From an optimization exercise on the open Yosys and OpenROAD flow, aimed at small area, a short achievable clock period and few clock cycles; shortcuts taken in it are not production practice. Where RTL was checked, it was by simulation tests only, not by an equivalence proof against the original.

==> inputs of v19 <==
## avchrd
module avchrd (
    input  wire        clk,
    input  wire        rst,
    input  wire        we,
    input  wire [5:0]  waddr,
    input  wire [31:0] wdata,
    input  wire        cmd_valid,
    input  wire [2:0]  cmd,
    input  wire [5:0]  raddr,
    output reg  [31:0] rdata,
    output wire        busy,
    output wire [2:0]  err
);
    localparam [2:0] C_NOP = 3'd0, C_CLR = 3'd1, C_SER = 3'd2, C_DES = 3'd3,
                     C_RND = 3'd4, C_TOTXT = 3'd5, C_FROMTXT = 3'd6;
    localparam [2:0] E_NONE = 3'd0, E_UNDERFLOW = 3'd1, E_MISSING = 3'd2,
                     E_MALFORMED = 3'd3, E_ILLEGAL = 3'd4;
    localparam [1:0] A_ABSENT = 2'd0, A_OK = 2'd1, A_BAD = 2'd2;
    reg        rec_hmv, rec_ffr, rec_tpoc, rec_p2d;
    reg        rec_n_set, rec_k_set, rec_t_set;
    reg [31:0] rec_n, rec_k, rec_t;
    reg [7:0]  ibuf [0:15];
    reg [4:0]  ilen;
    reg [1:0]  ob_form;
    reg        ob_hmv, ob_ffr, ob_tpoc, ob_p2d;
    reg [31:0] ob_a, ob_k, ob_t;
    reg [1:0]  cons;
    reg [2:0]  err_r;
    reg [1:0]  attr_kind [0:6];
    reg        attr_bval [0:6];    
    reg [31:0] attr_ival [1:3];    
    reg        tq_valid;           
    reg        tq_h1, tq_clk, tq_tick, tq_flg;    
    reg [3:0]  tq_pay;             
    reg        tq_c;               
    reg [4:0]  tq_xlen;            
    reg [2:0]  tq_xoff;            
    reg [7:0]  tq [2:15];
    assign busy = 1'b0;
    assign err  = err_r;
    wire acc = cmd_valid;
    wire hwe = we;
    wire        d_ip = ibuf[0][0];
    wire        d_c  = ibuf[1][7];
    wire [7:0]  d_fb = !d_ip ? ibuf[1] : (d_c ? ibuf[14] : ibuf[6]);
    wire [31:0] d_w2 = {ibuf[2], ibuf[3], ibuf[4], ibuf[5]};
    wire [31:0] d_w6 = {ibuf[6], ibuf[7], ibuf[8], ibuf[9]};
    wire [31:0] d_wa = {ibuf[10], ibuf[11], ibuf[12], ibuf[13]};
    wire        d_ok = !d_ip ? (ilen >= 5'd2) :
                       (d_c ? (ilen >= 5'd15) : (ilen >= 5'd7));
    wire       r_h1   = (ilen >= 5'd1);
    wire       r_clk  = d_ip & d_c & (ilen >= 5'd10);
    wire       r_tick = d_ip & (d_c ? (ilen >= 5'd14) : (ilen >= 5'd6));
    wire       r_flg  = !d_ip ? (ilen >= 5'd2) :
                        (d_c ? (ilen >= 5'd15) : (ilen >= 5'd7));
    wire [7:0] r_fb   = d_fb;
    reg  [4:0] r_bp;
    always @* begin
        if (ilen == 5'd0)      r_bp = 5'd0;
        else if (ilen == 5'd1) r_bp = 5'd1;
  ...
clock: 8.0 ns
lec_check: 0
cap_margin: 20
cell_pad_in_sites_detail_placement: 1
cell_pad_in_sites_global_placement: 2
core_margin: 2
core_utilization: 45
setup_slack_margin: 2.5
slew_margin: 20
standard.sh (not shown) runs the stock make flow with config.mk's settings and CLKGATE_MAP_FILE= SYNTH_SCRIPT=/design/flow/synth_recipe.tcl, a recipe that flattens the netlist after the stock synthesis.
==> flow/flow/run.sh <==
#!/bin/bash
# Standard layout, with sizing not limited to cells of the same footprint,
# the port buffers made of a plain buffer cell instead of a delay buffer, and
# a clock tree with larger sink clusters and no dummy loads.
set -euo pipefail
bash standard.sh MATCH_CELL_FOOTPRINT=0 \
    "BUFFER_PORTS_ARGS=-buffer_cell sky130_fd_sc_hd__buf_4" \
    "CTS_ARGS=-sink_clustering_enable -repair_clock_nets -dont_use_dummy_load -sink_clustering_size 30 -sink_clustering_max_diameter 100" \
    finish > standard.log 2>&1
==> v7: changes against v19 <==
--- a/flow/design.v
+++ b/flow/design.v
@@ -29,17 +29,17 @@
     reg [1:0]  attr_kind [0:6];
     reg        attr_bval [0:6];    
     reg [31:0] attr_ival [1:3];    
     reg        tq_valid;           
     reg        tq_h1, tq_clk, tq_tick, tq_flg;    
     reg [3:0]  tq_pay;             
     reg        tq_c;               
     reg [4:0]  tq_xlen;            
-    reg [2:0]  tq_xoff;            
+    reg [3:0]  tq_xoff;            
     reg [7:0]  tq [2:15];
     assign busy = 1'b0;
     assign err  = err_r;
     wire acc = cmd_valid;
     wire hwe = we;
     wire        d_ip = ibuf[0][0];
     wire        d_c  = ibuf[1][7];
     wire [7:0]  d_fb = !d_ip ? ibuf[1] : (d_c ? ibuf[14] : ibuf[6]);
@@ -155,17 +155,18 @@
                     C_RND: begin
                         tq_valid <= 1'b1;
                         tq_h1 <= r_h1; tq_clk <= r_clk;
                         tq_tick <= r_tick; tq_flg <= r_flg;
                         tq_pay <= {r_flg & r_fb[5], r_flg & r_fb[6],
                                    r_flg & r_fb[7], r_h1 & ibuf[0][7]};
                         tq_c <= d_c;
                         tq_xlen <= ilen - r_bp;
-                        tq_xoff <= {r_bp == 5'd15, r_bp == 5'd10, r_bp == 5'd7};
+                        tq_xoff <= {r_bp == 5'd15, r_bp == 5'd10, r_bp == 5'd7,
+                                    r_bp != 5'd15 && r_bp != 5'd10 && r_bp != 5'd7};
                         for (i = 2; i < 16; i = i + 1) tq[i] <= ibuf[i];
                         err_r <= E_NONE;
                     end
                     C_TOTXT: begin
                         attr_kind[0] <= A_OK; attr_bval[0] <= rec_hmv;
                         attr_kind[4] <= A_OK; attr_bval[4] <= rec_ffr;
                         attr_kind[5] <= A_OK; attr_bval[5] <= rec_tpoc;
                         attr_kind[6] <= A_OK; attr_bval[6] <= rec_p2d;
@@ -211,28 +212,21 @@
     wire [3:0]  olen = ob_w0 ? 4'd2 : (ob_w1 ? 4'd7 : (ob_w2 ? 4'd15 : 4'd0));
     wire [3:0]  consumed = (cons == 2'd1) ? 4'd2 : ((cons == 2'd2) ? 4'd7 :
                            ((cons == 2'd3) ? 4'd15 : 4'd0));
     reg  [7:0] xb [0:15];
     integer j;
     always @* begin
         for (j = 0; j < 16; j = j + 1) begin
             xb[j] = 8'd0;
-            if (j < 14) begin
-                if (tq_xoff[2]) begin
-                    if (j == 0) xb[j] = tq[15];
-                end else if (tq_xoff[1]) begin
-                    if (j < 6) xb[j] = tq[10 + j];
-                end else if (tq_xoff[0]) begin
-                    if (j < 9) xb[j] = tq[7 + j];
-                end else begin
-                    xb[j] = tq[2 + j];
-                end
-                if (j >= tq_xlen) xb[j] = 8'd0;
-            end
+            if (j < 14)  xb[j] = xb[j] | ({8{tq_xoff[0]}} & tq[2 + j]);
+            if (j < 9)   xb[j] = xb[j] | ({8{tq_xoff[1]}} & tq[7 + j]);
+            if (j < 3)   xb[j] = xb[j] | ({8{tq_xoff[2]}} & tq[10 + j]);
+            if (j == 0)  xb[j] = xb[j] | ({8{tq_xoff[3]}} & tq[15]);
+            if (j >= tq_xlen) xb[j] = 8'd0;
         end
     end
     wire [6:0] t_mask = {tq_valid, tq_flg, tq_flg, tq_flg, tq_tick, tq_clk, tq_h1};
     wire [5:0] t_pay  = {tq_pay[3:1], 2'b00, tq_pay[0]};
     wire [31:0] t_n = tq_clk ? {tq[2], tq[3], tq[4], tq[5]} : 32'd0;
     wire [31:0] t_k = tq_clk ? {tq[6], tq[7], tq[8], tq[9]} : 32'd0;
     wire [31:0] t_t = !tq_tick ? 32'd0 :
                       (tq_c ? {tq[10], tq[11], tq[12], tq[13]} : {tq[2], tq[3], tq[4], tq[5]});
==> flow/flow/run.sh (replaced) <==
#!/bin/bash
# Standard layout, with sizing not limited to cells of the same footprint,
# the port buffers made of a plain buffer cell instead of a delay buffer, and
# a clock tree with larger sink clusters and no dummy loads.
set -euo pipefail
bash standard.sh MATCH_CELL_FOOTPRINT=0 \
    "BUFFER_PORTS_ARGS=-buffer_cell sky130_fd_sc_hd__buf_2" \
    "CTS_ARGS=-sink_clustering_enable -repair_clock_nets -dont_use_dummy_load -sink_clustering_size 30 -sink_clustering_max_diameter 70" \
    finish > standard.log 2>&1
CELL_PAD_IN_SITES_DETAIL_PLACEMENT = 0   (was 1)
CELL_PAD_IN_SITES_GLOBAL_PLACEMENT = 1   (was 2)
SETUP_SLACK_MARGIN = 2.6   (was 2.5)
==> v20: changes against v19 <==
==> flow/flow/run.sh (replaced) <==
#!/bin/bash
# Standard layout, with sizing not limited to cells of the same footprint,
# the port buffers made of a plain buffer cell instead of a delay buffer, and
# a clock tree with larger sink clusters and no dummy loads.
set -euo pipefail
bash standard.sh MATCH_CELL_FOOTPRINT=0 \
    "BUFFER_PORTS_ARGS=-buffer_cell sky130_fd_sc_hd__buf_4" \
    "CTS_ARGS=-sink_clustering_enable -repair_clock_nets -dont_use_dummy_load -sink_clustering_size 24 -sink_clustering_max_diameter 60" \
    finish > standard.log 2>&1
==> summary.txt <==
Sinks on the clock net: v19 587; v7 588; v20 587
Placed wire-length estimate: v19 109200 um; v7 103100 um; v20 109200 um
Fillers: v19 6945; v7 5847; v20 6903
Core area: v19 67280 um2; v7 65750 um2; v20 67280 um2
Critical path depth: v19 7; v7 9; v20 10
Floorplan die area: v19 70210 um2; v7 68430 um2; v20 70210 um2
Weighted congestion at the end of routability-driven global placement: v19 1.035; v7 1.030; v20 1.035
Ratio of final minimum period to clock period: v19 70.28%; v7 69.31%; v20 70.00%
Std cell rows: v19 95; v7 94; v20 95
Cell Count, Final, Fillers Out: v19 3514; v7 3433; v20 3539
Fraction of the mapped netlist area in adder cells: v19 0.2613%; v7 0.2682%; v20 0.2613%
Fraction of synthesized cell area in xor and xnor cells: v19 0.08573%; v7 0.1173%; v20 0.08573%
Final worst-path setup slack: v19 2377 ps; v7 2455 ps; v20 2400 ps
Crit Path Category: v19 flip-flop to output port; v7 primary input to output port; v20 primary input to output port
Result of the run: v19 complete, no violations; v7 complete, no violations; v20 complete, no violations
Share of final layout cell area taken by clock buffers and inverters: v19 2.136%; v7 3.241%; v20 3.769%
Diodes inserted: v19 7; v7 8; v20 7
Number of cells on the worst reg-to-reg path: v19 11; v7 12; v20 11
Vias in the first global route: v19 25418; v7 23683; v20 25679
Tap Cells: v19 873; v7 864; v20 873
Post-placement setup slack: v19 1246 ps; v7 1451 ps; v20 1246 ps
Vias post-DR: v19 26485; v7 25956; v20 26831
Number of CTS-inserted buffers: v19 29; v7 43; v20 52
Post-Syn Nets: v19 2664; v7 2574; v20 2664
Testbench counts of v19, summed over its fixed seeds: cycles 46,172.
Testbench counts of v20, summed over its fixed seeds: cycles 46,172.
Function not checked in v7: the RTL went through the layout flow alone.

## port drivers added, routing unchanged
No port has a modelled driver above. Below, the same layouts with a new extraction and two added sets of constraints.
Step 1 (the two cells are an assumption about what drives the block):
set clk [get_ports {clk}]
set_driving_cell -lib_cell sky130_fd_sc_hd__clkbuf_16 $clk
set_driving_cell -lib_cell sky130_fd_sc_hd__buf_2 [delete_from_list [all_inputs] $clk]
Step 2 moves the port delays by t, midway between the first and last clock arrival at a register: inputs arrive t later, outputs are due t later. That takes back most of the time a late clock gives input paths.
a / b / c = ideal / step 1 / step 2; a / b = the first two.
| run | t (ns) | setup WS [ns] | latest minus earliest clock arrival (ns) | worst register clock-pin slew, ns |
|---|---|---|---|---|
| v19 | 0.703 | 2.377 / 2.163 / 2.163 | 0.055 / 0.055 | 0.13 / 0.13 |
| v7 | 0.672 | 2.455 / 2.393 / 2.393 | 0.107 / 0.107 | 0.11 / 0.11 |
| v20 | 0.700 | 2.400 / 2.163 / 2.163 | 0.065 / 0.065 | 0.09 / 0.09 |
After both steps every run listed still meets setup and hold. The setup slack of v20, which loses most, moves by -0.237 ns with the drivers and by -0.237 ns with both steps.
